This is an optimization exercise on Yosys and OpenROAD, whose aim is small area, a short achievable clock period and few clock cycles per item, not a production implementation. In this exercise RTL edits were held to simulation tests only and were not proved equivalent to the original.

## flow/run.sh

```bash
#!/bin/bash
# synth_recipe.tcl (not shown) runs the flow's synth.tcl, then flattens the netlist and writes it again
# the make line also repeats each setting of config.mk as NAME=value (left out here)
make -C /OpenROAD-flow-scripts/flow DESIGN_CONFIG=/design/flow/config.mk WORK_HOME=/design/flow/orfs CLKGATE_MAP_FILE= SYNTH_SCRIPT=/design/flow/synth_recipe.tcl finish
```

## flow/constraint.sdc

```tcl
create_clock -name core_clock -period 10.0 [get_ports {clk}]
set_input_delay 2.0000 -clock core_clock [delete_from_list [all_inputs] [get_ports {clk}]]
set_output_delay 2.0000 -clock core_clock [all_outputs]
set_load 0.01 [all_outputs]
```

## flow/design.v

```verilog
module sha512_core (
    input  wire         clk,
    input  wire         rst,
    input  wire         in_valid,
    output wire         in_ready,
    input  wire [63:0]  in_data,
    input  wire         in_first,
    input  wire         in_last,
    output wire         out_valid,
    output wire [511:0] out_digest
);
    localparam [63:0] IV0 = 64'h6a09e667f3bcc908;
    localparam [63:0] IV1 = 64'hbb67ae8584caa73b;
    localparam [63:0] IV2 = 64'h3c6ef372fe94f82b;
    localparam [63:0] IV3 = 64'ha54ff53a5f1d36f1;
    localparam [63:0] IV4 = 64'h510e527fade682d1;
    localparam [63:0] IV5 = 64'h9b05688c2b3e6c1f;
    localparam [63:0] IV6 = 64'h1f83d9abfb41bd6b;
    localparam [63:0] IV7 = 64'h5be0cd19137e2179;
    reg        busy;           
    reg [6:0]  j;              
    reg [3:0]  nw;             
    reg [3:0]  ph;             
    reg        nf, nl;         
    reg        cf, cl;         
    reg        out_valid_q;
    reg [63:0] w [0:15];                        
    reg [63:0] a, b, c, d, e, f, g, h;          
    reg [63:0] hkw;                             
    reg [63:0] kq;                              
    reg        f79;                             
    reg [63:0] p0, p1, p2, p3, q0, q1, q2, q3;
    reg [1:0]  rp;             
    reg        fresh;          
    function [63:0] rotr(input [63:0] x, input integer n);
        rotr = (x >> n) | (x << (64 - n));
    endfunction
    function [63:0] bsig0(input [63:0] x);
        bsig0 = rotr(x, 28) ^ rotr(x, 34) ^ rotr(x, 39);
    endfunction
    function [63:0] bsig1(input [63:0] x);
        bsig1 = rotr(x, 14) ^ rotr(x, 18) ^ rotr(x, 41);
    endfunction
    function [63:0] ssig0(input [63:0] x);
        ssig0 = rotr(x, 1) ^ rotr(x, 8) ^ (x >> 7);
    endfunction
    function [63:0] ssig1(input [63:0] x);
        ssig1 = rotr(x, 19) ^ rotr(x, 61) ^ (x >> 6);
    endfunction
    function [63:0] csa_s(input [63:0] x, input [63:0] y, input [63:0] z);
        csa_s = x ^ y ^ z;
    endfunction
    function [63:0] csa_c(input [63:0] x, input [63:0] y, input [63:0] z);
        csa_c = {(x[62:0] & y[62:0]) | (x[62:0] & z[62:0]) | (y[62:0] & z[62:0]), 1'b0};
    endfunction
    function [63:0] add64(input [63:0] x, input [63:0] y);
        reg [63:0] g, p, gn, pn;
        integer l, i, k;
        begin
            g = x & y;
            p = x ^ y;
            for (l = 0; l < 6; l = l + 1) begin
                gn = g;
                pn = p;
                for (i = 0; i < 64; i = i + 1)
                    if ((i >> l) & 1) begin
                        k = ((i >> l) << l) - 1;
                        gn[i] = g[i] | (p[i] & g[k]);
                        pn[i] = p[i] & p[k];
                    end
                g = gn;
                p = pn;
            end
            add64 = x ^ y ^ {g[62:0], 1'b0};
        end
    endfunction
    reg [63:0] kt;
    always @(*) begin
        case (j)
            7'd0: kt = 64'hb5c0fbcfec4d3b2f;
            7'd1: kt = 64'he9b5dba58189dbbc;
            7'd2: kt = 64'h3956c25bf348b538;
            7'd3: kt = 64'h59f111f1b605d019;
            7'd4: kt = 64'h923f82a4af194f9b;
            7'd5: kt = 64'hab1c5ed5da6d8118;
            7'd6: kt = 64'hd807aa98a3030242;
            7'd7: kt = 64'h12835b0145706fbe;
            7'd8: kt = 64'h243185be4ee4b28c;
            7'd9: kt = 64'h550c7dc3d5ffb4e2;
            7'd10: kt = 64'h72be5d74f27b896f;
            7'd11: kt = 64'h80deb1fe3b1696b1;
            7'd12: kt = 64'h9bdc06a725c71235;
            7'd13: kt = 64'hc19bf174cf692694;
            7'd14: kt = 64'he49b69c19ef14ad2;
            7'd15: kt = 64'hefbe4786384f25e3;
            7'd16: kt = 64'h0fc19dc68b8cd5b5;
            7'd17: kt = 64'h240ca1cc77ac9c65;
            7'd18: kt = 64'h2de92c6f592b0275;
            7'd19: kt = 64'h4a7484aa6ea6e483;
            7'd20: kt = 64'h5cb0a9dcbd41fbd4;
            7'd21: kt = 64'h76f988da831153b5;
            7'd22: kt = 64'h983e5152ee66dfab;
            7'd23: kt = 64'ha831c66d2db43210;
            7'd24: kt = 64'hb00327c898fb213f;
            7'd25: kt = 64'hbf597fc7beef0ee4;
            7'd26: kt = 64'hc6e00bf33da88fc2;
            7'd27: kt = 64'hd5a79147930aa725;
            7'd28: kt = 64'h06ca6351e003826f;
            7'd29: kt = 64'h142929670a0e6e70;
            7'd30: kt = 64'h27b70a8546d22ffc;
            7'd31: kt = 64'h2e1b21385c26c926;
            7'd32: kt = 64'h4d2c6dfc5ac42aed;
            7'd33: kt = 64'h53380d139d95b3df;
            7'd34: kt = 64'h650a73548baf63de;
            7'd35: kt = 64'h766a0abb3c77b2a8;
            7'd36: kt = 64'h81c2c92e47edaee6;
            7'd37: kt = 64'h92722c851482353b;
            7'd38: kt = 64'ha2bfe8a14cf10364;
            7'd39: kt = 64'ha81a664bbc423001;
            7'd40: kt = 64'hc24b8b70d0f89791;
            7'd41: kt = 64'hc76c51a30654be30;
            7'd42: kt = 64'hd192e819d6ef5218;
            7'd43: kt = 64'hd69906245565a910;
            7'd44: kt = 64'hf40e35855771202a;
            7'd45: kt = 64'h106aa07032bbd1b8;
            7'd46: kt = 64'h19a4c116b8d2d0c8;
            7'd47: kt = 64'h1e376c085141ab53;
            7'd48: kt = 64'h2748774cdf8eeb99;
            7'd49: kt = 64'h34b0bcb5e19b48a8;
            7'd50: kt = 64'h391c0cb3c5c95a63;
            7'd51: kt = 64'h4ed8aa4ae3418acb;
            7'd52: kt = 64'h5b9cca4f7763e373;
            7'd53: kt = 64'h682e6ff3d6b2b8a3;
            7'd54: kt = 64'h748f82ee5defb2fc;
            7'd55: kt = 64'h78a5636f43172f60;
            7'd56: kt = 64'h84c87814a1f0ab72;
            7'd57: kt = 64'h8cc702081a6439ec;
            7'd58: kt = 64'h90befffa23631e28;
            7'd59: kt = 64'ha4506cebde82bde9;
            7'd60: kt = 64'hbef9a3f7b2c67915;
            7'd61: kt = 64'hc67178f2e372532b;
            7'd62: kt = 64'hca273eceea26619c;
            7'd63: kt = 64'hd186b8c721c0c207;
            7'd64: kt = 64'heada7dd6cde0eb1e;
            7'd65: kt = 64'hf57d4f7fee6ed178;
            7'd66: kt = 64'h06f067aa72176fba;
            7'd67: kt = 64'h0a637dc5a2c898a6;
            7'd68: kt = 64'h113f9804bef90dae;
            7'd69: kt = 64'h1b710b35131c471b;
            7'd70: kt = 64'h28db77f523047d84;
            7'd71: kt = 64'h32caab7b40c72493;
            7'd72: kt = 64'h3c9ebe0a15c9bebc;
            7'd73: kt = 64'h431d67c49c100d4c;
            7'd74: kt = 64'h4cc5d4becb3e42b6;
            7'd75: kt = 64'h597f299cfc657e2a;
            7'd76: kt = 64'h5fcb6fab3ad6faec;
            7'd77: kt = 64'h6c44198c4a475817;
            7'd78: kt = 64'h428a2f98d728ae22;
            7'd79: kt = 64'h7137449123ef65cd;
            default: kt = 64'h0;
        endcase
    end
    wire j77 = (j == 7'd77);
    wire j78 = (j == 7'd78);
    wire j79 = f79;
    wire win = ~busy | (j >= 7'd64);          
    assign in_ready = win & ((nw == 4'd0) ? (rp == 2'd0) : (ph == 4'd0));
    wire acc   = in_valid & in_ready;
    wire last_word = (nw == 4'd15);
    wire pre   = last_word & in_ready;        
    wire start = acc & last_word;
    wire [63:0] s1e = bsig1(e);
    wire [63:0] s0a = bsig0(a);
    wire [63:0] ch  = (e & f) ^ (~e & g);
    wire [63:0] maj = (a & b) ^ (a & c) ^ (b & c);
    wire [63:0] h0a = cf ? IV0 : p2;
    wire [63:0] h0b = cf ? IV0 : p3;
    wire [63:0] h4b = cf ? IV4 : q3;
    wire [63:0] fe  = j79 ? h4b : 64'd0;
    wire [63:0] fn  = j79 ? ~h0b : 64'd0;
    wire [63:0] x1s = csa_s(hkw, s1e, ch);
    wire [63:0] x1c = csa_c(hkw, s1e, ch);
    wire [63:0] x3s = csa_s(x1s, x1c, s0a);
    wire [63:0] x3c = csa_c(x1s, x1c, s0a);
    wire [63:0] x4s = csa_s(x3s, x3c, maj);
    wire [63:0] x4c = csa_c(x3s, x3c, maj);
    wire [63:0] na  = x4s + x4c;
    wire [63:0] y1s = csa_s(d, fe, fn);
    wire [63:0] y1c = csa_c(d, fe, fn) | {63'd0, j79};
    wire [63:0] y3s = csa_s(x1s, x1c, y1s);
    wire [63:0] y3c = csa_c(x1s, x1c, y1s);
    wire [63:0] y4s = csa_s(y3s, y3c, y1c);
    wire [63:0] y4c = csa_c(y3s, y3c, y1c);
    wire [63:0] ne  = y4s + y4c;
    wire [63:0] hn  = last_word ? (nf ? IV7 : q2) : g;
    wire [63:0] f0  = (busy & j78) ? h0a : 64'd0;
    wire [63:0] p1s = csa_s(hn, kq, w[1]);
    wire [63:0] p1c = csa_c(hn, kq, w[1]);
    wire [63:0] p2s = csa_s(p1s, p1c, f0);
    wire [63:0] p2c = csa_c(p1s, p1c, f0);
    wire [63:0] hkw_next = add64(p2s, p2c);
    wire [63:0] q1s = csa_s(ssig1(w[14]), w[9], ssig0(w[1]));
    wire [63:0] q1c = csa_c(ssig1(w[14]), w[9], ssig0(w[1]));
    wire [63:0] q2s = csa_s(q1s, q1c, w[0]);
    wire [63:0] q2c = csa_c(q1s, q1c, w[0]);
    wire [63:0] w_next = add64(q2s, q2c);
    wire [63:0] ha  = cf ? (j77 ? IV3 : j78 ? IV2 : IV1) : p0;
    wire [63:0] he  = cf ? (j77 ? IV7 : j78 ? IV6 : IV5) : q0;
    wire [63:0] ra  = add64(ha, a);
    wire [63:0] re  = add64(he, e);
    assign out_valid  = out_valid_q;
    assign out_digest = {p0, p1, p2, p3, q0, q1, q2, q3};
    integer i;
    always @(posedge clk) begin
        for (i = 0; i < 15; i = i + 1) w[i] <= w[i + 1];
        if (busy && !j[6])
            w[15] <= w_next;
        else if (acc)
            w[15] <= in_data;
        else
            w[15] <= w[0];
        hkw <= hkw_next;
        if (busy && !j79) kq <= kt;
        else              kq <= start ? 64'h7137449123ef65cd : 64'h428a2f98d728ae22;
        if (pre) begin
            if (nf)
                {a, b, c, d, e, f, g, h} <= {IV0, IV1, IV2, IV3, IV4, IV5, IV6, IV7};
            else if (busy)
                {a, b, c, d, e, f, g, h} <= {na, ra, p1, p2, ne, re, q1, q2};
            else     
                {a, b, c, d, e, f, g, h} <= {p3, p0, p1, p2, q3, q0, q1, q2};
        end else begin
            {b, c, d} <= {a, b, c};
            {f, g, h} <= {e, f, g};
            a <= na;
            e <= ne;
        end
        {p2, p3, q2, q3} <= {p1, p2, q1, q2};
        if (busy && (j77 || j78 || j79)) begin
            p1 <= ra;
            q1 <= re;
        end else begin
            p1 <= p0;
            q1 <= q0;
        end
        if (busy && j79) begin
            p0 <= na;
            q0 <= ne;
        end else begin
            p0 <= p3;
            q0 <= q3;
        end
        if (acc && nw == 4'd0) begin
            nf <= in_first;
            nl <= in_last;
        end
        if (start) begin
            cf <= nf;
            cl <= nl;
        end
        if (rst) begin
            busy        <= 1'b0;
            j           <= 7'd79;
            f79         <= 1'b1;
            nw          <= 4'd0;
            ph          <= 4'd0;
            rp          <= 2'd0;
            fresh       <= 1'b1;
            out_valid_q <= 1'b0;
        end else begin
            out_valid_q <= busy & j79 & cl;
            ph <= acc ? 4'd0 : ph + 4'd1;
            if (acc) fresh <= 1'b0;
            rp <= (fresh & ~acc) ? 2'd0 : rp + 2'd1;
            if (acc) nw <= nw + 4'd1;
            if (start) begin
                busy <= 1'b1;
                j    <= 7'd0;
                f79  <= 1'b0;
            end else if (busy) begin
                if (j79) busy <= 1'b0;
                else     j <= j + 7'd1;
                if (j78) f79 <= 1'b1;
            end
        end
    end
endmodule
```

## flow/config.mk

```make
export PLATFORM = sky130hd
export DESIGN_NAME = sha512_core
export DESIGN_NICKNAME = sha512_core
export VERILOG_FILES = /design/flow/design.v
export SDC_FILE = /design/flow/constraint.sdc
export NUM_CORES = 4
export LEC_CHECK = 0
export CAP_MARGIN = 20
export CORE_MARGIN = 2
export CORE_UTILIZATION = 65
export PLACE_DENSITY = 0.8
export SETUP_SLACK_MARGIN = 5
export SLEW_MARGIN = 20
export SYNTH_MEMORY_MAX_BITS = 16384
```

==> impl_metrics.json, run 1 <==
{
  "detailed_place_hpwl_um": 344000,
  "cts-htree-levels": 4,
  "yosys_warnings": 2,
  "ctsHoldBuffers": 0,
  "synth_enable_flop_cells": 4,
  "port_buffers": 582,
  "synthFlopType": "dfxtp_1",
  "synthDistinctLibCells": 98,
  "num_rows": 146,
  "place_congestion": 1.15,
  "clk_path_buf_depth": 3,
  "cts_buffers": 204,
  "grt_usage": 0.734,
  "die_h_um": 402,
  "start_util": 0.653,
  "clock-root-buffer": "clkbuf_16",
  "synth-seq-cells": 2137,
  "firstError": "[ERROR GRT-0232] Routing congestion too high. Check the congestion heatmap in the GUI.",
  "die_w_um": 402,
  "syn_area_per_cell_sq_um": 9.65,
  "syn-cell-area_sq_mm": 0.103,
  "grt_overflow": 86,
  "status": "did not finish",
  "postSynth.asyncResetShare": 0,
  "ys_seq_area_frac": 0.415,
  "grt_max_degree": 141,
  "dpl.cell_count": 12900,
  "lastStage": "global routing (5_1_grt)",
  "cts_sinks": 2137,
  "ioPinCount": 583,
  "synth_nets": 11800,
  "synth_cells": 10700
}
## through the flow
step	area [sq um]	setup slack, ns	utilization
after floorplan	104000	4.71	-
after global placement	111000	3.32	0.701
after detailed placement	111000	3.02	0.701
after CTS	124000	4.51	0.785
## how the worst max path moves through the flow
| stage | from | endpoint |
|---|---|---|
| after detailed placement | j[0] | hkw[52] |
| after global placement | j[0] | hkw[44] |
| after CTS | cf | q0[62] |
| after floorplan | cf | q0[62] |
## per-layer routing
layer	GRT overflow	track usage
met1	6	0.749
met2	47	0.897
met3	7	0.574
met4	26	0.707
met5	0	0.277
## what timing repair did
item                       CTS
gates cloned                24
resized for setup          936
buffers inserted           184
pin swaps                  277
setup endpoints to repair  522
## synthesized netlist by cell type (89+ instances only)
library cell	n	share of area
mux2i_1	133	0.013
fa_1	649	0.13
a31oi_1	121	0.0073
nor2_1	738	0.027
dfxtp_1	2133	0.41
clkbuf_1	562	0.020
mux2_2	125	0.014
nand3b_1	89	0.0065
xnor2_1	571	0.048
nor3_1	113	0.0055
a21oi_1	707	0.034
a21o_1	170	0.012
inv_1	865	0.031
o211ai_1	96	0.0070
nand3_1	124	0.0060
xor2_1	268	0.023
o21ai_0	676	0.033
ha_1	408	0.049
nand2_1	901	0.033
## kinds of logic after synthesis
kind of cell / synth area share
buffers and inverters: 0.0546
xor gates and xnor gates: 0.0712
AOI/OAI and AO/OA: 0.143
DFF: 0.415
muxes: 0.0270
and+or+nand+nor: 0.108
adders and majority gates: 0.181
Testbench counts, summed over its fixed seeds: cycles 52,360, items 653.
==> inputs of run 2 (changes only) <==
--- a/flow/config.mk
+++ b/flow/config.mk
@@ -7,8 +7,8 @@
 export LEC_CHECK = 0
 export CAP_MARGIN = 20
 export CORE_MARGIN = 2
-export CORE_UTILIZATION = 65
-export PLACE_DENSITY = 0.8
+export CORE_UTILIZATION = 45
+export PLACE_DENSITY = 0.65
 export SETUP_SLACK_MARGIN = 5
 export SLEW_MARGIN = 20
 export SYNTH_MEMORY_MAX_BITS = 16384
==> run 2 against run 1 <==
  * Synthesized cell count unchanged
  * The run now finishes clean
  * Area after synthesis unchanged
==> impl_metrics.json, run 2 <==
{
  "status": "complete, no violations",
  "post-place-ws_ns": 2.88,
  "area_growth_pct": 24.6,
  "finalWorstSetupSlack_ns": 4.26,
  "yosys_warnings": 2,
  "synth_commonest_cells": "dfxtp_1, nand2_1, inv_1",
  "final_cell_mix": "dfxtp_1, nand2_1, inv_1, nor2_1, a21oi_1",
  "dpl.cell_count": 13800,
  "layout.nets": 12500,
  "clock-root-buffer": "clkbuf_16",
  "synth_top_family_by_area": "adder cells",
  "place_area_sq_mm": 0.112,
  "period_share": 0.574,
  "via_per_inst": 5.96,
  "drive_above_1_share": 0.161,
  "rsz0062_at_grt": "yes",
  "num_rows": 175,
  "synth-simple-area-share": 0.108,
  "wl_per_cell_um": 35.5,
  "cts_tree": "yes",
  "worstPathRequired_ns": 10.70,
  "fin_util": 0.565,
  "syn_area_per_cell_sq_um": 9.65,
  "clk_path_buf_depth": 3,
  "clk-insertion-delay-late_ns": 0.95,
  "synth_enable_flop_cells": 4,
  "holdPathStages": 0,
  "port_buffers": 582,
  "crit_type": "flop to flop",
  "largest_reg_flops": 1024,
  "top_layer_used": "met5",
  "antenna_found_initial": 46,
  "ioPinCount": 583,
  "synth_mux_area_frac": 0.0270,
  "synth_cells": 10700,
  "synth-seq-cells": 2137,
  "finalMaxSlewViolations": 0,
  "die_h_um": 483,
  "ctsHoldBuffers": 0,
  "startpoint_type": "flop",
  "drt-met1-wl_um": 198000,
  "finalHoldViolCount": 0,
  "synth.top_cell.area_share": 0.414,
  "grt_pass1_wl_um": 694000,
  "period_needed_ns": 5.74,
  "synth_nets": 11800,
  "cp_max_fo": 11,
  "place_congestion": 1.05,
  "synthFlopType": "dfxtp_1",
  "grt_overflow": 0,
  "drtIter0Drc": 10300,
  "clock.fmax_mhz": 174,
  "top_register": "w",
  "wirelength_um": 517000,
  "cp-end-kind": "flop",
  "route.detailed.drc": 0,
  "cts_buffers": 216,
  "layout_commonest_cell": "dfxtp_1",
  "yosysTopAreaCell": "dfxtp_1",
  "synth_compound_area_frac": 0.143,
  "antenna_left": 0,
  "synth-adder-area-share": 0.181,
  "cts_sinks": 2137,
  "die_w_um": 483,
  "detail_route.first_pass.iterations": 6,
  "dr_wl_met3_um": 48600,
  "syn-cell-area_sq_mm": 0.103,
  "postSynth.asyncResetShare": 0,
  "clock_skew_ns": 0.125,
  "fin_area_sq_mm": 0.129,
  "grt_usage": 0.431,
  "setup-violations-final": 0,
  "hp-class": "flop to flop",
  "critPathArrivalTime_ns": 6.44,
  "tightestPinTransition_ns": 1.30,
  "ys_seq_area_frac": 0.415,
  "core_sq_mm": 0.228,
  "detailed_place_hpwl_um": 389000,
  "path_clk_slew_ns": 0.06,
  "start_util": 0.453,
  "maxCapViolCount": 0,
  "synth_xor_area_frac": 0.0712,
  "yosysMostFrequentCell": "dfxtp_1",
  "slew_headroom": 0.128,
  "fp.dieArea_sq_mm": 0.233,
  "tns_ns": 0,
  "synthDistinctLibCells": 98,
  "grt_max_degree": 148,
  "vias": 86900,
  "rr_worst_depth": 22,
  "cts-htree-levels": 4,
  "synth_area_leaders": "dfxtp_1, fa_1, ha_1, xnor2_1, a21oi_1",
  "routed-wl-met2_um": 218000,
  "finalNonFillerCells": 14600,
  "grt_pass1_vias": 84200
}
==> run 2: cell families after synthesis <==
group / after synthesis
AND/OR/NAND/NOR: 2449
XOR/XNOR: 839
AO/OA/AOI/OAI: 2396
buffers and inverters: 1499
flip-flops: 2137
multiplexers: 260
adder cells (fa/ha/maj): 1114
==> run 2: final timing paths <==
check / start / end / slack [ns]
worst min register to register: w[6][33] / w[5][33] / 0.26
worst max-delay path: cf / q0[60] / 4.26
worst min-delay path: w[6][33] / w[5][33] / 0.26
worst max register to register: cf / q0[60] / 4.26
==> run 2: cell type report <==
cell class / instances / area, sq um
antenna: 12 / 30.0
clock buffer: 290 / 6130
clock inverter: 116 / 1810
fill: 19700 / 99100
inverter: 868 / 3270
multi-input combinational: 7061 / 59600
sequential: 2137 / 43100
tap: 3009 / 3760
timing repair buffer: 1082 / 11000
timing repair inverter: 1 / 5.00
==> run 2: worst max-delay path, stage by stage, from the launching register on <==
cell,delay (ns)
edfxtp_1,0.43
buf_12,0.18
buf_4,0.19
buf_16,0.19
o21ai_2,0.22
fa_1,0.48
fa_1,0.56
inv_1,0.05
fa_1,0.45
ha_2,0.46
nand2_1,0.17
o21ai_2,0.24
a221oi_2,0.08
buf_4,0.16
a211oi_2,0.30
nor2_4,0.10
a211oi_4,0.28
a31oi_1,0.15
nor3_2,0.18
buf_4,0.16
a31oi_1,0.11
xor2_1,0.25
o21ai_1,0.12
==> run 2: routing by layer <==
layer,global-route usage,vias to the layer above
li1,-,37100
met1,0.545,42900
met2,0.634,5330
met3,0.0967,1528
met4,0.344,20
met5,0,-
==> run 2: repair_timing <==
| item | in CTS | in global routing |
|---|---|---|
| pin swaps | 232 | 199 |
| buffers inserted | 189 | 104 |
| gates resized for setup | 823 | 387 |
| endpoints found under the setup margin | 531 | 307 |
| cloned | 17 | 6 |
==> run 2: metrics by stage <==
stage,hold WS [ns]
floorplan,0.310
detailed placement,0.312
CTS,0.259
global route,0.272
finish,0.265
global placement,0.310
==> inputs of run 3 (changes only) <==
==> flow/flow/run.sh (new file) <==
#!/bin/bash
# Standard layout, except that the port buffers are the smallest buffer cell
# instead of clkdlybuf4s50_1.  Every port still gets its own buffer.
set -euo pipefail
cd "$(dirname "$0")/.."
export BUFFER_PORTS_ARGS="-buffer_cell sky130_fd_sc_hd__buf_1"
bash standard.sh > standard_flow.log 2>&1
==> flow/standard.sh (new file) <==
#!/bin/bash
# synth_recipe.tcl (not shown) runs the flow's synth.tcl, then flattens the netlist and writes it again
# the make line also repeats each setting of config.mk as NAME=value (left out here)
make -C /OpenROAD-flow-scripts/flow DESIGN_CONFIG=/design/flow/config.mk WORK_HOME=/design/flow/orfs CLKGATE_MAP_FILE= SYNTH_SCRIPT=/design/flow/synth_recipe.tcl "${@:-finish}"
removed: flow/run.sh
==> run 3 against run 2 <==
  * Routed wire length rose by 0.22%
  * Utilization shrank 1.2 points
  * Critical path type unchanged
  * Critical endpoint is now e[53]
==> impl_metrics.json, run 3 <==
{
  "area_growth_pct": 22.0,
  "grt_max_degree": 156,
  "grt_pass1_vias": 83800,
  "synth_commonest_cells": "dfxtp_1, nand2_1, inv_1",
  "antenna_left": 0,
  "clock.fmax_mhz": 176,
  "maxCapViolCount": 0,
  "core_sq_mm": 0.228,
  "clock-root-buffer": "clkbuf_16",
  "final_cell_mix": "dfxtp_1, nand2_1, inv_1, nor2_1, fa_1",
  "clk_path_buf_depth": 3,
  "cts_tree": "yes",
  "crit_type": "flop to flop",
  "detail_route.first_pass.iterations": 7,
  "worstPathRequired_ns": 10.80,
  "synthDistinctLibCells": 98,
  "largest_reg_flops": 1024,
  "synth-seq-cells": 2137,
  "yosysTopAreaCell": "dfxtp_1",
  "finalMaxSlewViolations": 0,
  "top_register": "w",
  "regArea_sq_mm": 0.0431,
  "path_clk_slew_ns": 0.07,
  "synthFlopType": "dfxtp_1",
  "num_rows": 175,
  "status": "complete, no violations",
  "postSynth.asyncResetShare": 0,
  "via_per_inst": 5.96,
  "ys_seq_area_frac": 0.415,
  "ioPinCount": 583,
  "layout.nets": 12500,
  "grt_usage": 0.432,
  "finalHoldViolCount": 0,
  "clock_skew_ns": 0.138,
  "place_congestion": 1.05,
  "rsz0062_at_grt": "yes",
  "tightestPinTransition_ns": 1.30,
  "die_h_um": 483,
  "port_buffers": 582,
  "wirelength_um": 518000,
  "synth_enable_flop_cells": 4,
  "clk-insertion-delay-late_ns": 0.98,
  "slew_headroom": 0.126,
  "setup-violations-final": 0,
  "drive_above_1_share": 0.170,
  "start_util": 0.453,
  "whs_ns": 0.252,
  "synth_cells": 10700,
  "grt_overflow": 0,
  "cts_buffers": 217,
  "startpoint_type": "flop",
  "syn_area_per_cell_sq_um": 9.65,
  "synth_area_leaders": "dfxtp_1, fa_1, ha_1, xnor2_1, a21oi_1",
  "die_w_um": 483,
  "detailed_place_hpwl_um": 388000,
  "hp-class": "flop to flop",
  "cp_max_fo": 7,
  "synth_nets": 11800,
  "cts-htree-levels": 4,
  "fillCellCount": 20100,
  "drtIter0Drc": 10600,
  "wl_per_cell_um": 35.4,
  "syn-cell-area_sq_mm": 0.103,
  "grt_pass1_wl_um": 694000,
  "cp-end-kind": "flop",
  "tns_ns": 0,
  "period_share": 0.567,
  "vias": 87200,
  "fin_util": 0.553,
  "layout_commonest_cell": "dfxtp_1",
  "cts_sinks": 2137,
  "multi_input_area_sq_mm": 0.0601,
  "fp.dieArea_sq_mm": 0.233,
  "route.detailed.drc": 0,
  "yosysMostFrequentCell": "dfxtp_1",
  "period_needed_ns": 5.67,
  "synth.top_cell.area_share": 0.414,
  "critPathArrivalTime_ns": 6.47,
  "yosys_warnings": 2,
  "ctsHoldBuffers": 0,
  "antenna_found_initial": 45
}
## run 3: cell counts after synthesis
No cell type changed its count.
## run 3: timing repair
item	CTS	global route
endpoints found under the setup margin	516	313
resized for setup	927	385
setup buffers	232	104
gates cloned	22	5
pin swaps	272	227
## run 3: path summary, 6_finish.rpt
path	startpoint	to	slack [ns]	depth (start not counted)
worst max-delay path	cf	e[53]	4.33	22
worst max register to register	cf	e[53]	4.33	22
worst min-delay path	w[4][26]	w[3][26]	0.25	0
worst min register to register	w[4][26]	w[3][26]	0.25	0
## run 3: area by class of cell
class | instances | area share
Antenna cell | 27 | 0.000537
Clock buffer | 283 | 0.0481
Clock inverter | 124 | 0.0147
Inverter | 868 | 0.0260
Multi-Input combinational cell | 7062 | 0.478
Sequential cell | 2137 | 0.342
Tap cell | 3009 | 0.0299
Timing Repair Buffer | 1126 | 0.0610
Timing Repair inverter | 1 | 0.0000398
## run 3: per-layer routing
layer	share of wire	up-vias	wire [um]	GRT usage
met5	0.00013	-	69	0
met4	0.097	10	50200	0.343
met3	0.095	1393	49400	0.0961
met2	0.43	5463	221000	0.641
met1	0.38	43100	197000	0.544
li1	-	37200	-	-
## run 3: critical path: stages, from the launching register on
cell	delay (ns)
edfxtp_1	0.48
nor2b_4	0.26
buf_6	0.16
clkbuf_16	0.16
nand2_1	0.08
fa_1	0.50
fa_1	0.54
inv_1	0.05
fa_1	0.56
ha_4	0.22
buf_4	0.14
buf_4	0.14
a21oi_2	0.16
o21ai_2	0.09
o21ai_1	0.20
a31oi_2	0.16
or2_4	0.28
o31ai_4	0.33
o21ai_4	0.15
a31oi_4	0.28
mux2i_2	0.32
nand2_1	0.13
o22ai_1	0.17
## run 3: through the flow
| step | setup WS, ns | instance area (sq um) | instances |
|---|---|---|---|
| 2_1_floorplan | 4.71 | 104000 | 10700 |
| 3_3_place_gp | 2.99 | 109000 | 13800 |
| 3_5_place_dp | 3.03 | 109000 | 13800 |
| 4_1_cts | 4.47 | 123000 | 14500 |
| 5_1_grt | 4.26 | 126000 | 14600 |
| 6_report | 4.33 | 126000 | 14600 |
## run 3: cell families after synthesis
| group | share of synthesized area |
|---|---|
| and+or+nand+nor | 0.108 |
| AOI/OAI and AO/OA | 0.143 |
| DFF | 0.415 |
| buffers and inverters | 0.0546 |
| adders and majority gates | 0.181 |
| xor gates and xnor gates | 0.0712 |
| muxes | 0.0270 |
==> inputs of run 4 (changes only) <==
--- a/flow/design.v
+++ b/flow/design.v
@@ -208,6 +208,9 @@
     wire [63:0] he  = cf ? (j77 ? IV7 : j78 ? IV6 : IV5) : q0;
     wire [63:0] ra  = add64(ha, a);
     wire [63:0] re  = add64(he, e);
+    wire        radd = busy & (j77 | j78 | j79);
+    wire [63:0] p1n  = radd ? ra : p0;
+    wire [63:0] q1n  = radd ? re : q0;
     assign out_valid  = out_valid_q;
     assign out_digest = {p0, p1, p2, p3, q0, q1, q2, q3};
     integer i;
@@ -225,10 +228,11 @@
         if (pre) begin
             if (nf)
                 {a, b, c, d, e, f, g, h} <= {IV0, IV1, IV2, IV3, IV4, IV5, IV6, IV7};
-            else if (busy)
-                {a, b, c, d, e, f, g, h} <= {na, ra, p1, p2, ne, re, q1, q2};
-            else     
-                {a, b, c, d, e, f, g, h} <= {p3, p0, p1, p2, q3, q0, q1, q2};
+            else begin
+                {b, c, d, f, g, h} <= {p1n, p1, p2, q1n, q1, q2};
+                a <= busy ? na : p3;
+                e <= busy ? ne : q3;
+            end
         end else begin
             {b, c, d} <= {a, b, c};
             {f, g, h} <= {e, f, g};
@@ -236,13 +240,8 @@
             e <= ne;
         end
         {p2, p3, q2, q3} <= {p1, p2, q1, q2};
-        if (busy && (j77 || j78 || j79)) begin
-            p1 <= ra;
-            q1 <= re;
-        end else begin
-            p1 <= p0;
-            q1 <= q0;
-        end
+        p1 <= p1n;
+        q1 <= q1n;
         if (busy && j79) begin
             p0 <= na;
             q0 <= ne;
--- a/flow/config.mk
+++ b/flow/config.mk
@@ -8,6 +8,8 @@
 export CAP_MARGIN = 20
 export CORE_MARGIN = 2
 export CORE_UTILIZATION = 45
+export CTS_CLUSTER_DIAMETER = 60
+export CTS_CLUSTER_SIZE = 30
 export PLACE_DENSITY = 0.65
 export SETUP_SLACK_MARGIN = 5
 export SLEW_MARGIN = 20
==> run 4 against run 3 <==
  * Critical path depth is 5 higher
  * Non-clock buffer count is 7 lower
  * Clock skew is 0.082 ns lower
  * Synthesized cell count is 3.6% lower
  * Final cell count is 3.7% lower
  * Worst hold slack better by 0.060 ns
  * Via count is 5.0% lower
==> impl_metrics.json, run 4 <==
{
  "path_clk_slew_ns": 0.10,
  "clk_path_buf_depth": 3,
  "cts_tree": "yes",
  "ys_seq_area_frac": 0.424,
  "fillCellCount": 19600,
  "maxCapViolCount": 0,
  "clock-root-buffer": "clkbuf_16",
  "place_congestion": 1.07,
  "drive_above_1_share": 0.161,
  "via_per_inst": 5.87,
  "synthDistinctLibCells": 111,
  "wirelength_um": 476000,
  "syn_area_per_cell_sq_um": 9.80,
  "layout.nets": 12100,
  "holdPathStages": 0,
  "die_h_um": 478,
  "detail_route.first_pass.iterations": 6,
  "synth_commonest_cells": "dfxtp_1, nand2_1, inv_1",
  "ioPinCount": 583,
  "tns_ns": 0,
  "route.detailed.drc": 0,
  "clock_skew_ns": 0.0559,
  "grt_pass1_wl_um": 643000,
  "worst-path-buf-inv": 11,
  "num_rows": 173,
  "cpPeakStageDelay_ns": 0.52,
  "layout_commonest_cell": "dfxtp_1",
  "detailed_place_hpwl_um": 359000,
  "timing.reg2reg.setup_slack_ns": 4.13,
  "r2r_start": "cf",
  "yosysMostFrequentCell": "dfxtp_1",
  "crit_type": "flop to flop",
  "worstPathRequired_ns": 10.74,
  "cpLargestDelayFamily": "adder cells",
  "synth.top_cell.area_share": 0.423,
  "rr_worst_depth": 27,
  "syn-cell-area_sq_mm": 0.101,
  "synth_cells": 10300,
  "r2r-end": "q0[52]",
  "wl_per_cell_um": 33.8,
  "synth-seq-cells": 2137,
  "postSynth.asyncResetShare": 0,
  "yosys_warnings": 2,
  "critPathArrivalTime_ns": 6.61,
  "slew_headroom": 0.122,
  "port_buffers": 582,
  "fp.dieArea_sq_mm": 0.228,
  "period_needed_ns": 5.87,
  "grt_pass1_vias": 79500,
  "start_util": 0.454,
  "die_w_um": 478,
  "largest_reg_flops": 1024,
  "startpoint_type": "flop",
  "tightestPinTransition_ns": 1.31,
  "clock.fmax_mhz": 170,
  "yosysTopAreaCell": "dfxtp_1",
  "cp_max_fo": 4,
  "drtIter0Drc": 9483,
  "cpMostUsedCell": "buf_4",
  "grt_usage": 0.404,
  "vias": 82800,
  "holdCritStartpoint": "w[12][34]",
  "finalMaxSlewViolations": 0,
  "cp-end-kind": "flop",
  "grt_max_degree": 175,
  "synthFlopType": "dfxtp_1",
  "synth_enable_flop_cells": 4,
  "clk-insertion-delay-late_ns": 0.87,
  "core_sq_mm": 0.223,
  "regArea_sq_mm": 0.0431,
  "area_growth_pct": 20.3,
  "synth_nets": 11400,
  "hp-class": "flop to flop",
  "antenna_left": 0,
  "ctsHoldBuffers": 0,
  "post-place-ws_ns": 2.64,
  "period_share": 0.587,
  "finalHoldViolCount": 0,
  "grt_overflow": 0,
  "status": "complete, no violations",
  "antenna_found_initial": 40,
  "setup-violations-final": 0,
  "final_cell_mix": "dfxtp_1, nand2_1, inv_1, fa_1, nor2_1",
  "top_register": "w",
  "finalWorstSetupSlack_ns": 4.13,
  "rsz0062_at_grt": "yes",
  "hold-path-endpoint": "w[11][34]",
  "multi_input_area_sq_mm": 0.0579,
  "slowest_stage": "fa_1",
  "cts_sinks": 2137,
  "cts-htree-levels": 4,
  "startpoint": "cf",
  "cts_buffers": 152,
  "synth_area_leaders": "dfxtp_1, fa_1, ha_1, xnor2_1, o21ai_0"
}
==> run 4: changes by cell type after synthesis, sizes merged, moves of 15 or more <==
cell	delta
o21ai	+15
o21a	+23
mux2i	-75
a21oi	-103
o31ai	-23
o22a	+58
nor2	-94
nand2	-25
nor3	-18
mux2	-72
a22oi	+16
a22o	+70
o211ai	-22
a21o	+23
==> run 4: layout make-up <==
type / count / share of cell area
multi-input cells: 6713 / 0.477
flip-flops and latches: 2137 / 0.355
repair buffers: 1119 / 0.0641
clock buffers: 164 / 0.0323
well taps: 2975 / 0.0306
inverters: 860 / 0.0267
clock inverters: 110 / 0.0142
diodes: 22 / 0.000453
==> run 4: how the worst max path moves through the flow <==
stage | endpoint | cells after the start
finish | q0[52] | 27
global route | q0[61] | 26
CTS | p0[59] | 21
detailed placement | f[58] | 20
global placement | f[58] | 20
floorplan | p0[59] | 22
==> run 4: cells by family after synthesis <==
family / after synthesis / share of synthesized area
AND/OR/NAND/NOR: 2260 / 0.102
multiplexers: 114 / 0.0123
AO/OA/AOI/OAI: 2366 / 0.148
flip-flops: 2137 / 0.424
buffers and inverters: 1465 / 0.0551
XOR/XNOR: 858 / 0.0744
adder cells (fa/ha/maj): 1114 / 0.185
==> run 4: metal layers <==
| metal | routed length [um] | share of wire | global-route usage |
|---|---|---|---|
| met1 | 183000 | 0.38 | 0.509 |
| met2 | 205000 | 0.43 | 0.602 |
| met3 | 46300 | 0.097 | 0.0975 |
| met4 | 42400 | 0.089 | 0.295 |
| met5 | 131 | 0.00027 | 0 |
==> run 4: what timing repair did <==
action	CTS	global route
endpoints found under the setup margin	514	311
setup buffers	205	157
resized for setup	901	526
cloned	19	4
endpoints found under the hold margin	0	0
pin swaps	285	298
==> run 4: stage by stage <==
step	util	cells	hold slack [ns]	instance area, sq um
2_1_floorplan	-	10300	0.310	101000
3_3_place_gp	0.476	13400	0.310	106000
3_5_place_dp	0.476	13400	0.312	106000
4_1_cts	0.529	13900	0.317	118000
5_1_grt	0.545	14100	0.303	121000
6_report	0.546	14100	0.312	122000
==> run 4: worst reg2reg max path, stage by stage, from the launching register on <==
cell	delay [ns]
edfxtp_1	0.42
buf_6	0.15
buf_12	0.14
nor2b_4	0.16
buf_6	0.12
buf_12	0.11
buf_16	0.13
buf_12	0.11
buf_4	0.12
nand2b_4	0.05
fa_1	0.52
fa_1	0.46
fa_1	0.51
inv_2	0.05
ha_4	0.24
a21o_1	0.19
a21oi_4	0.16
o211ai_1	0.12
buf_4	0.19
buf_4	0.14
o21ai_4	0.20
a311o_2	0.31
o211a_4	0.24
nor2_4	0.05
a2111oi_4	0.34
buf_4	0.22
xnor2_4	0.08
mux2_2	0.27
Testbench counts of run 4, summed over its fixed seeds: cycles 52,360, items 653.
==> inputs of run 5 (changes only) <==
--- a/flow/design.v
+++ b/flow/design.v
@@ -29,6 +29,8 @@
     reg [63:0] hkw;                             
     reg [63:0] kq;                              
     reg        f79;                             
+    reg        gr, gi;    
+    reg        hr, hi;    
     reg [63:0] p0, p1, p2, p3, q0, q1, q2, q3;
     reg [1:0]  rp;             
     reg        fresh;          
@@ -169,31 +171,30 @@
     wire last_word = (nw == 4'd15);
     wire pre   = last_word & in_ready;        
     wire start = acc & last_word;
+    wire f79_n = start ? 1'b0 : (busy & j78) ? 1'b1 : f79;    
+    wire cf_n  = start ? nf : cf;                              
     wire [63:0] s1e = bsig1(e);
     wire [63:0] s0a = bsig0(a);
     wire [63:0] ch  = (e & f) ^ (~e & g);
     wire [63:0] maj = (a & b) ^ (a & c) ^ (b & c);
-    wire [63:0] h0a = cf ? IV0 : p2;
-    wire [63:0] h0b = cf ? IV0 : p3;
-    wire [63:0] h4b = cf ? IV4 : q3;
-    wire [63:0] fe  = j79 ? h4b : 64'd0;
-    wire [63:0] fn  = j79 ? ~h0b : 64'd0;
+    wire [63:0] fe  = (q3 & {64{gr}}) | (IV4 & {64{gi}});
+    wire [63:0] fn  = (~p3 & {64{gr}}) | (~IV0 & {64{gi}});
     wire [63:0] x1s = csa_s(hkw, s1e, ch);
     wire [63:0] x1c = csa_c(hkw, s1e, ch);
     wire [63:0] x3s = csa_s(x1s, x1c, s0a);
     wire [63:0] x3c = csa_c(x1s, x1c, s0a);
     wire [63:0] x4s = csa_s(x3s, x3c, maj);
     wire [63:0] x4c = csa_c(x3s, x3c, maj);
-    wire [63:0] na  = x4s + x4c;
+    wire [63:0] na  = add64(x4s, x4c);
     wire [63:0] y1s = csa_s(d, fe, fn);
     wire [63:0] y1c = csa_c(d, fe, fn) | {63'd0, j79};
     wire [63:0] y3s = csa_s(x1s, x1c, y1s);
     wire [63:0] y3c = csa_c(x1s, x1c, y1s);
     wire [63:0] y4s = csa_s(y3s, y3c, y1c);
     wire [63:0] y4c = csa_c(y3s, y3c, y1c);
-    wire [63:0] ne  = y4s + y4c;
+    wire [63:0] ne  = add64(y4s, y4c);
     wire [63:0] hn  = last_word ? (nf ? IV7 : q2) : g;
-    wire [63:0] f0  = (busy & j78) ? h0a : 64'd0;
+    wire [63:0] f0  = (p2 & {64{hr}}) | (IV0 & {64{hi}});
     wire [63:0] p1s = csa_s(hn, kq, w[1]);
     wire [63:0] p1c = csa_c(hn, kq, w[1]);
     wire [63:0] p2s = csa_s(p1s, p1c, f0);
@@ -261,6 +262,10 @@
             busy        <= 1'b0;
             j           <= 7'd79;
             f79         <= 1'b1;
+            gr          <= 1'b0;
+            gi          <= 1'b0;
+            hr          <= 1'b0;
+            hi          <= 1'b0;
             nw          <= 4'd0;
             ph          <= 4'd0;
             rp          <= 2'd0;
@@ -269,6 +274,10 @@
         end else begin
             out_valid_q <= busy & j79 & cl;
             ph <= acc ? 4'd0 : ph + 4'd1;
+            gr <= f79_n & ~cf_n;
+            gi <= f79_n & cf_n;
+            hr <= busy & j77 & ~start & ~cf;
+            hi <= busy & j77 & ~start & cf;
             if (acc) fresh <= 1'b0;
             rp <= (fresh & ~acc) ? 2'd0 : rp + 2'd1;
             if (acc) nw <= nw + 4'd1;
--- a/flow/config.mk
+++ b/flow/config.mk
@@ -5,11 +5,10 @@
 export SDC_FILE = /design/flow/constraint.sdc
 export NUM_CORES = 4
 export LEC_CHECK = 0
+export ABC_AREA = 1
 export CAP_MARGIN = 20
 export CORE_MARGIN = 2
 export CORE_UTILIZATION = 45
-export CTS_CLUSTER_DIAMETER = 60
-export CTS_CLUSTER_SIZE = 30
 export PLACE_DENSITY = 0.65
 export SETUP_SLACK_MARGIN = 5
 export SLEW_MARGIN = 20
==> run 5 against run 4 <==
  * Sequential share of layout area fell by 0.21 points
  * Fmax up 19%
  * Worst hold slack got worse by 0.019 ns
  * Count of clock-buffer cells in the layout increased by 121
  * Synthesized cell count rose by 27%
==> impl_metrics.json, run 5 <==
{
  "clk-insertion-delay-late_ns": 0.91,
  "antenna_found_initial": 35,
  "yosysTopAreaCell": "dfxtp_1",
  "clock.fmax_mhz": 202,
  "r2r_start": "e[20]",
  "hp-class": "flop to flop",
  "yosys_warnings": 2,
  "maxCapViolCount": 0,
  "wl_per_cell_um": 28.0,
  "synth-seq-cells": 2141,
  "postSynth.asyncResetShare": 0,
  "startpoint": "e[20]",
  "crit_chain": "xnor2_4 > xor2_2 > fa_2 > inv_1 > fa_1 > inv_1 > fa_1 > inv_1 > ha_1 > nand3_1 > nand2_2 > nand3_2 > nand3_4 > nand2_1 > nand2_1 > buf_6 > nand3_1 > nand2_4 > buf_12 > inv_1 > fa_1 > xnor2_1 > nand2_1 > o211ai_1",
  "die_h_um": 490,
  "post-place-ws_ns": 4.23,
  "period_needed_ns": 4.95,
  "synthDistinctLibCells": 62,
  "holdCritStartpoint": "w[6][34]",
  "clock-root-buffer": "clkbuf_16",
  "finalHoldViolCount": 0,
  "crit_type": "flop to flop",
  "detail_route.first_pass.iterations": 6,
  "yosysMostFrequentCell": "nand2_1",
  "fp.dieArea_sq_mm": 0.240,
  "synth_enable_flop_cells": 3,
  "wirelength_um": 474000,
  "final_cell_mix": "nand2_1, inv_1, dfxtp_1, nand3_1, o21ai_0",
  "largest_reg_flops": 1024,
  "detailed_place_hpwl_um": 369000,
  "grt_pass1_vias": 84500,
  "slew_headroom": 0.218,
  "synth_cells": 13100,
  "syn_area_per_cell_sq_um": 8.15,
  "synth_commonest_cells": "nand2_1, inv_1, dfxtp_1",
  "start_util": 0.453,
  "cts_sinks": 2141,
  "endpoint": "a[33]",
  "cts-htree-levels": 4,
  "r2r-end": "a[33]",
  "port_buffers": 582,
  "path_clk_slew_ns": 0.07,
  "place_congestion": 1.10,
  "rsz0062_at_grt": "yes",
  "synth.top_cell.area_share": 0.402,
  "grt_usage": 0.384,
  "layout_commonest_cell": "nand2_1",
  "cts_buffers": 222,
  "cp-end-kind": "flop",
  "cpPeakStageDelay_ns": 0.65,
  "worstPathRequired_ns": 10.73,
  "tns_ns": 0,
  "route.detailed.drc": 0,
  "worst-path-buf-inv": 6,
  "grt_max_degree": 140,
  "synthFlopType": "dfxtp_1",
  "antenna_left": 0,
  "grt_pass1_wl_um": 652000,
  "top_register": "w",
  "rr_worst_depth": 24,
  "die_w_um": 490,
  "via_per_inst": 5.37,
  "clk_path_buf_depth": 3,
  "finalWorstSetupSlack_ns": 5.05,
  "cp_max_fo": 16,
  "ioPinCount": 583,
  "grt_overflow": 0,
  "fillCellCount": 22400,
  "cpLargestDelayFamily": "adder cells",
  "vias": 90900,
  "drtIter0Drc": 10700,
  "drive_above_1_share": 0.0653,
  "cp.depth": 24,
  "status": "complete, no violations",
  "synth_area_leaders": "dfxtp_1, fa_1, nand2_1, inv_1, ha_1",
  "period_share": 0.495,
  "area_growth_pct": 14.8,
  "ctsHoldBuffers": 0,
  "syn-cell-area_sq_mm": 0.106,
  "timing.reg2reg.setup_slack_ns": 5.05,
  "slowest_stage": "fa_2",
  "synth_nets": 14200,
  "layout.nets": 14700,
  "setup-violations-final": 0,
  "critPathArrivalTime_ns": 5.68,
  "ys_seq_area_frac": 0.403,
  "tightestPinTransition_ns": 1.16,
  "num_rows": 178,
  "startpoint_type": "flop",
  "cts_tree": "yes",
  "core_sq_mm": 0.235,
  "clock_skew_ns": 0.0646,
  "cpMostUsedCell": "inv_1",
  "finalMaxSlewViolations": 0
}
-- run 5: changes by cell type after synthesis, moves of 79 or more --
cell	change
inv_1	+1394
o21a_1	-85
clkbuf_1	-221
nand2_1	+2049
nand3_1	+683
a21o_1	-152
buf_2	+102
o21ai_0	+82
xnor2_1	-294
nand2b_1	-79
-- run 5: area by class of cell --
type | count | area, sq um | share of cell area
timing repair buffer | 755 | 4060 | 0.0332
inverter | 2264 | 8550 | 0.0699
sequential | 2141 | 43100 | 0.353
tap | 3150 | 3940 | 0.0323
clock buffer | 285 | 6200 | 0.0508
antenna | 17 | 42.5 | 0.000348
multi-input combinational | 8173 | 54300 | 0.445
clock inverter | 129 | 1970 | 0.0161
-- run 5: worst reg2reg max path: stages (launching register included) --
cell	delay, ns
dfxtp_4	0.39
xnor2_4	0.16
xor2_2	0.21
fa_2	0.65
inv_1	0.09
fa_1	0.48
inv_1	0.06
fa_1	0.52
inv_1	0.06
ha_1	0.27
nand3_1	0.10
nand2_2	0.11
nand3_2	0.10
nand3_4	0.11
nand2_1	0.07
nand2_1	0.09
buf_6	0.15
nand3_1	0.12
nand2_4	0.11
buf_12	0.16
inv_1	0.08
fa_1	0.43
xnor2_1	0.15
nand2_1	0.07
o211ai_1	0.09
-- run 5: repair_timing --
action,in CTS,in global routing
resized for setup,192,211
setup endpoints to repair,261,177
buffers inserted,10,27
pin swaps,6,23
cloned,7,6
-- run 5: worst min path at each step --
| stage | endpoint | cells past startpoint |
|---|---|---|
| final | w[5][34] | 0 |
| after global routing | w[5][34] | 0 |
| after global placement | w[14][0] | 0 |
| after detailed placement | w[10][51] | 0 |
| after CTS | w[5][34] | 0 |
| after floorplan | w[10][0] | 0 |
-- run 5: per-stage QoR --
step | instances | area, sq um | hold WS, ns | utilization
3_5_place_dp | 16400 | 112000 | 0.312 | 0.475
5_1_grt | 16900 | 122000 | 0.298 | 0.519
3_3_place_gp | 16400 | 112000 | 0.310 | 0.475
4_1_cts | 16900 | 121000 | 0.300 | 0.514
6_report | 16900 | 122000 | 0.293 | 0.520
2_1_floorplan | 13100 | 106000 | 0.310 | -
-- run 5: cell families after synthesis --
family,synth area share
compound gates,0.0966
buf+inv,0.0983
mux,0.000952
fa+ha+maj,0.173
xor+xnor,0.0484
flops,0.403
simple gates,0.180
-- run 5: per-layer routing --
layer  global-route usage  vias to the layer above  share of wire  wire length [um]
met1                0.494                    43000           0.39            184000
met3               0.0818                     1189          0.099             46900
li1                     -                    41500              -                 -
met4                0.284                       16          0.092             43400
met2                0.568                     5099           0.42            200000
met5                    0                        -        0.00025               119
Testbench counts of run 5, summed over its fixed seeds: cycles 52,360, items 653.
==> inputs of run 6 (changes only) <==
--- a/flow/config.mk
+++ b/flow/config.mk
@@ -6,10 +6,10 @@
 export NUM_CORES = 4
 export LEC_CHECK = 0
 export ABC_AREA = 1
-export CAP_MARGIN = 20
+export CAP_MARGIN = 40
 export CORE_MARGIN = 2
 export CORE_UTILIZATION = 45
 export PLACE_DENSITY = 0.65
 export SETUP_SLACK_MARGIN = 5
-export SLEW_MARGIN = 20
+export SLEW_MARGIN = 40
 export SYNTH_MEMORY_MAX_BITS = 16384
==> run 6 against run 5 <==
  * Highest routed layer unchanged
  * Largest cell class unchanged
  * Global-route usage rose by 0.065 points
  * Worst hold slack improved by 0.0032 ns
  * Register-to-register slack barely moved
  * Fmax rose by 0.25%
==> impl_metrics.json, run 6 <==
{
  "status": "complete, no violations",
  "area_growth_pct": 14.7,
  "layout.nets": 14700,
  "synth-simple-area-share": 0.180,
  "yosysMostFrequentCell": "nand2_1",
  "core_sq_mm": 0.235,
  "clk_path_buf_depth": 3,
  "synth_compound_area_frac": 0.0966,
  "endpoint": "f[63]",
  "via_per_inst": 5.38,
  "setup-violations-final": 0,
  "path_clk_slew_ns": 0.06,
  "largest_reg_flops": 1024,
  "cp-end-kind": "flop",
  "antenna_found_initial": 43,
  "tns_ns": 0,
  "top_register": "w",
  "syn-cell-area_sq_mm": 0.106,
  "synth_area_leaders": "dfxtp_1, fa_1, nand2_1, inv_1, ha_1",
  "synth_top_family_by_area": "simple AND/OR/NAND/NOR gates",
  "cpLargestDelayFamily": "simple AND/OR/NAND/NOR gates",
  "postSynth.asyncResetShare": 0,
  "wl_per_cell_um": 28.0,
  "clock.fmax_mhz": 203,
  "maxCapViolCount": 0,
  "wirelength_um": 474000,
  "rsz0062_at_grt": "yes",
  "grt_usage": 0.384,
  "port_buffers": 582,
  "num_rows": 178,
  "place_congestion": 1.10,
  "timing.reg2reg.setup_slack_ns": 5.06,
  "period_share": 0.494,
  "rr_worst_depth": 20,
  "detailed_place_hpwl_um": 369000,
  "synthFlopType": "dfxtp_1",
  "startpoint_type": "flop",
  "grt_pass1_vias": 84500,
  "ioPinCount": 583,
  "grt_max_degree": 140,
  "synth.top_cell.area_share": 0.402,
  "vias": 91100,
  "synth_cells": 13100,
  "cpPeakStageDelay_ns": 0.72,
  "crit_chain": "buf_6 > inv_2 > buf_4 > buf_4 > nand2_1 > nand2_1 > ha_1 > nand2_1 > nor2_1 > nand2_1 > inv_1 > nand2_2 > nor3_1 > nand2_1 > nand2_1 > nand2_1 > nand3_1 > nand3_1 > nand2_1 > inv_1",
  "place_area_sq_mm": 0.112,
  "cp_max_fo": 50,
  "synth_mux_area_frac": 0.000952,
  "fin_area_sq_mm": 0.122,
  "slew_headroom": 0.322,
  "startpoint": "cf",
  "drive_above_1_share": 0.0659,
  "period_needed_ns": 4.94,
  "final_cell_mix": "nand2_1, inv_1, dfxtp_1, nand3_1, o21ai_0",
  "synth_xor_area_frac": 0.0484,
  "worst-path-buf-inv": 6,
  "clock_skew_ns": 0.0579,
  "grt_overflow": 0,
  "start_util": 0.453,
  "r2r_start": "cf",
  "clk-insertion-delay-late_ns": 0.91,
  "detail_route.first_pass.iterations": 8,
  "die_w_um": 490,
  "yosys_warnings": 2,
  "cts_buffers": 220,
  "slowest_stage": "dfxtp_4",
  "layout_commonest_cell": "nand2_1",
  "cp.depth": 20,
  "cts_tree": "yes",
  "r2r-end": "f[63]",
  "cts_sinks": 2141,
  "worstPathRequired_ns": 10.76,
  "antenna_left": 0,
  "fp.dieArea_sq_mm": 0.240,
  "finalMaxSlewViolations": 0,
  "clock-root-buffer": "clkbuf_16",
  "synth-adder-area-share": 0.173,
  "critPathArrivalTime_ns": 5.69,
  "finalHoldViolCount": 0,
  "hp-class": "flop to flop",
  "route.detailed.drc": 0,
  "crit_type": "flop to flop",
  "tightestPinTransition_ns": 1.01,
  "die_h_um": 490,
  "ys_seq_area_frac": 0.403,
  "cts-htree-levels": 4,
  "synth-seq-cells": 2141,
  "grt_pass1_wl_um": 653000,
  "synth_commonest_cells": "nand2_1, inv_1, dfxtp_1",
  "cpMostUsedCell": "nand2_1",
  "yosysTopAreaCell": "dfxtp_1",
  "synth_nets": 14200,
  "synth_enable_flop_cells": 3,
  "drtIter0Drc": 10900,
  "synthDistinctLibCells": 62,
  "syn_area_per_cell_sq_um": 8.15
}
==> run 6: cell counts after synthesis <==
Identical to the previous run, type by type.
==> run 6: layout make-up <==
cell class / count / area (sq um)
Antenna cell: 16 / 40.0
Fill cell: 22500 / 113000
Sequential cell: 2141 / 43100
Inverter: 2264 / 8560
Timing Repair Buffer: 769 / 4210
Clock inverter: 135 / 1830
Clock buffer: 278 / 6070
Tap cell: 3150 / 3940
Multi-Input combinational cell: 8173 / 54300
==> run 6: how the worst min path moves through the flow <==
| stage | startpoint | end | cells past startpoint |
|---|---|---|---|
| CTS | w[4][20] | w[3][20] | 0 |
| floorplan | w[11][0] | w[10][0] | 0 |
| global placement | w[15][0] | w[14][0] | 0 |
| detailed placement | w[11][51] | w[10][51] | 0 |
| global route | w[13][13] | w[12][13] | 0 |
| finish | w[10][13] | w[9][13] | 0 |
==> run 6: kinds of logic after synthesis <==
group / after synthesis
and+or+nand+nor: 4666
buffers and inverters: 2741
DFF: 2141
AOI/OAI and AO/OA: 1832
adders and majority gates: 1078
xor gates and xnor gates: 588
muxes: 9
==> run 6: routing by layer <==
layer | track usage | up-vias | share of wire
li1 | - | 41600 | -
met1 | 0.495 | 43300 | 0.39
met2 | 0.565 | 5055 | 0.42
met3 | 0.0838 | 1137 | 0.098
met4 | 0.287 | 12 | 0.092
met5 | 0 | - | 0.00015
==> run 6: repair_timing <==
action / 4_1_cts / 5_1_grt
hold endpoints to repair: 0 / 0
cloned: 8 / 4
hold buffers: 0 / 0
setup endpoints to repair: 267 / 179
pin swaps: 7 / 22
setup buffers: 13 / 36
resized for setup: 188 / 192
==> run 6: metrics by stage <==
step / utilization / cells / worst slack [ns] / hold WS (ns)
finish: 0.519 / 16900 / 5.06 / 0.296
global placement: 0.475 / 16400 / 4.32 / 0.310
global route: 0.519 / 16900 / 4.90 / 0.300
floorplan: - / 13100 / 5.21 / 0.310
CTS: 0.513 / 16900 / 4.96 / 0.297
detailed placement: 0.475 / 16400 / 4.22 / 0.312

-- static timing again, ports no longer ideal --
Ports are ideal in the flow. The routed layouts listed here were re-timed in OpenROAD. Step 1 sets driving cells, clkbuf_16 on the clock port and buf_2 on the other inputs (assumed; they add their load-dependent delay and slew). Step 2 times the ports against the registers' clock, not the clock port: input delays grow and output delays shrink by t, the midpoint of the rising clock arrivals with the driver on. Slacks: ideal ports / drivers / drivers and shift; pairs: ideal ports / drivers.
| run | t (ns) | slack for setup (ns) | slew at the worst register clock pin (ns) | pins driven straight from the clock port |
|---|---|---|---|---|
| run 2 | 0.984 | 4.260 / 4.260 / 4.260 | 0.07 / 0.07 | 1 |
| run 3 | 1.014 | 4.332 / 4.332 / 4.332 | 0.07 / 0.07 | 1 |
| run 4 | 0.936 | 4.127 / 4.127 / 4.127 | 0.11 / 0.11 | 1 |
| run 5 | 0.982 | 5.049 / 5.032 / 5.049 | 0.07 / 0.07 | 1 |
| run 6 | 0.978 | 5.062 / 5.062 / 5.062 | 0.07 / 0.07 | 1 |
After both steps every run listed still meets setup and hold.
